What follows belongs to an exercise in optimizing a design on an open flow for small area, a short achievable clock period and few clock cycles per item; a production flow would make more cautious choices. Power and IR drop assume default switching activity.

## dither_stream
module dither_stream (
    input  wire        clk,
    input  wire        rst,
    input  wire        start,
    input  wire        mode,
    input  wire [6:0]  width,
    input  wire [15:0] height,
    output reg         busy,
    input  wire        in_valid,
    output wire        in_ready,
    input  wire [7:0]  in_r,
    input  wire [7:0]  in_g,
    input  wire [7:0]  in_b,
    input  wire [7:0]  in_a,
    output reg         out_valid,
    input  wire        out_ready,
    output wire [7:0]  out_r,
    output wire [7:0]  out_g,
    output wire [7:0]  out_b,
    output wire [7:0]  out_a
);
export LEC_CHECK = 0
export CAP_MARGIN = 20
export CORE_MARGIN = 2
export CORE_UTILIZATION = 40
export SLEW_MARGIN = 20
create_clock -name core_clock -period 32.0 [get_ports {clk}]
standard.sh (not shown) runs the stock make flow with config.mk's settings and CLKGATE_MAP_FILE= SYNTH_SCRIPT=/design/flow/synth_recipe.tcl, a recipe that flattens the netlist after the stock synthesis.
==> flow/flow/run.sh <==
#!/bin/bash
# Layout flow: the standard synthesis and ORFS flow, with
#  - the timing repair steps (floorplan, CTS, global route) aiming for a
#    setup slack of MARGIN ns instead of 0, so that they size and buffer
#    the critical paths for a shorter period than the design's (the
#    constraints themselves are unchanged);
#  - the port buffers made of buf_2 cells instead of the delay buffers
#    buffer_ports picks by default (every port still gets its buffer).
set -euo pipefail
W=$(pwd)
MARGIN=$(cat "$W/flow/margin.txt")
bash standard.sh synth > "$W/synth.log" 2>&1
make -C "$FLOW_HOME" DESIGN_CONFIG="$W/config.mk" WORK_HOME="$W/orfs" CLKGATE_MAP_FILE= \
    SYNTH_SCRIPT="$W/synth_recipe.tcl" SETUP_SLACK_MARGIN="$MARGIN" \
    BUFFER_PORTS_ARGS="-buffer_cell sky130_fd_sc_hd__buf_2" finish > "$W/layout.log" 2>&1
bash standard.sh finish > "$W/final_def.log" 2>&1
==> flow/flow/margin.txt <==
23
The starting point went through all stages and came out clean.
Edit:
--- a/flow/design.v
+++ b/flow/design.v
@@ -24,17 +24,17 @@
     reg [6:0]  w_r;
     reg        w_is1, w_is2, w_is3, w_is4, w_ge3;
     reg        sg28, sg16, sg8, sg4, sg2, sg1;    
     wire [6:0] wm1 = w_r - 7'd1;
     wire [6:0] wm2 = w_r - 7'd2;
     wire [6:0] dl  = (w_r >= 7'd5) ? w_r - 7'd5 : 7'd0;
     wire       dl28 = (dl >= 7'd28);
     wire [6:0] dlr = dl28 ? dl - 7'd28 : dl;
-    wire       slow = (w_r < 7'd4);
+    wire       slow = (w_r < 7'd5);
     always @(posedge clk) begin
         if (!busy) begin
             mode_r <= mode;
             w_r    <= width;
         end
         w_is1 <= (w_r == 7'd1);
         w_is2 <= (w_r == 7'd2);
         w_is3 <= (w_r == 7'd3);
@@ -189,19 +189,19 @@
             r4a <= r3a;
         end
     end
     wire has_up  = (rsat != 2'd0);
     wire has_up2 = rsat[1];
     wire has_l1  = (px != 7'd0);
     wire has_l2  = (px[6:1] != 6'd0);
     wire has_r1  = !px_last;
-    wire [7:0] c_upr = w_is4 ? pos0 : (w_is3 ? h2 : r0a);
-    wire [7:0] c_up  = w_is4 ? r0a  : (w_is3 ? pos0 : (w_is2 ? h2 : r1a));
-    wire [7:0] c_upl = w_is4 ? r1a  : (w_is3 ? r0a  : (w_is2 ? pos0 : r2a));
+    wire [7:0] c_upr = w_is4 ? h3  : (w_is3 ? h2 : r0a);
+    wire [7:0] c_up  = w_is4 ? r0a : (w_is3 ? h3 : (w_is2 ? h2 : r1a));
+    wire [7:0] c_upl = w_is4 ? r1a : (w_is3 ? r0a : (w_is2 ? h3 : r2a));
     wire [5:0] c_up2 = w_is4 ? r0b  : (w_is3 ? r2a[5:0] : (w_is2 ? r0a[5:0]
                      : (w_is1 ? h2[5:0] : r1b)));
     wire m_upl = has_up && has_l1;
     wire m_up  = has_up && !w_is1;
     wire m_upr = has_up && has_r1 && w_ge3;
     function signed [8:0] val;
         input       fs;
         input [7:0] c;
@@ -596,27 +596,26 @@
         v2_r <= pv2_r;
         v2_g <= pv2_g;
         v2_b <= pv2_b;
         fc2  <= fc1;
     end
     wire fx1 = fc2[7], fx2 = fc2[6], fx3 = fc2[5], fa1 = fc2[4], fa2 = fc2[3];
     wire fy  = fc2[2], fc = fc2[1];
     wire [13:0] g14 = {6'd0, hg};
-    wire [2:0]  am  = hg[2:0] + {2'b00, hq};
-    wire [13:0] za  = (hq ? 14'h3e02 : 14'h0000) - {10'd0, am, 1'b0};
+    wire        g7  = (hg[2:0] == 3'd7);
     wire [13:0] ea2 = {{4{h2[5]}}, h2[5:0], 4'd0};
-    wire [13:0] kx = ({14{fx1 | fa1}} & (g14 << 1)) | ({14{fx2}} & (g14 << 2))
-                   | ({14{fx3}} & (g14 << 3));
+    wire [13:0] kx = ({14{fx1}} & (g14 << 1)) | ({14{fx2}} & (g14 << 2))
+                   | ({14{fx3}} & (g14 << 3)) | ({14{fa1}} & {5'd0, hg[7:3], 4'd0});
     wire [13:0] ky = ({14{fy}} & g14) | ({14{fx3}} & ~g14) | ({14{fa2}} & ea2);
     wire [13:0] kz = ({14{fx1 & hq}} & 14'h3d03)       
                    | ({14{fx2 & hq}} & 14'h3b05)       
                    | ({14{fx3 & hq}} & 14'h3908)       
                    | {13'd0, fx3 & !hq}
-                   | ({14{fa1}} & za);
+                   | ({14{fa1 & hq}} & (g7 ? 14'h3e10 : 14'h3e00));    
     wire [13:0] ks = kx ^ ky ^ kz;
     wire [13:0] kc = ((kx & ky) | (kx & kz) | (ky & kz)) << 1;
     wire [4:0]  k4 = {1'b0, ks[3:0]} + {1'b0, kc[3:0]};
     wire        c4 = k4[4];
     wire        fcor = fc && (hq ? (hg[3:0] != 4'hf) : (hg[3:0] != 4'h0));
     function [25:0] adj;
         input [7:0]  v;
         input [13:0] xs, xc;
What happened:
- clock power barely changes
- final cell count is higher by 0.66%
- final area came out lower by 0.43%
- critical path depth is lower by 1
- setup slack gets worse by 86 ps
- clock skew goes up by 36 ps
- total power is higher by 7.1%
- routed wire length is about the same
Function was not checked in any run of this note: the RTL went through the layout flow alone.

==> static timing again, ports no longer ideal <==
Ports are ideal in the flow. The routed layouts listed here were re-timed in OpenROAD.
Step 1 sets driving cells, clkbuf_16 on the clock port and buf_2 on the other inputs (assumed; they add their load-dependent delay and slew).
Step 2 moves the port delays by t, midway between the first and last clock arrival at a register: inputs arrive t later, outputs are due t later. That takes back most of the time a late clock gives input paths.
Three values: ideal, step 1, step 2; two values: the first two.
| run | t, ns | slack for setup (ns) | worst setup path after step 2 | clock arrival spread, ns | cell pins on the clock port's net |
|---|---|---|---|---|---|
| the first run | 0.730 | 23.365 / 23.365 / 23.365 | register to register | 0.046 / 0.045 | 1 |
| the second run | 0.742 | 23.278 / 23.278 / 23.260 | input to register | 0.086 / 0.086 | 1 |
After both steps setup and hold are still met in every run listed. The setup slack of the second run, which loses most, moves by 0.000 ns with the drivers and by -0.018 ns with both steps.
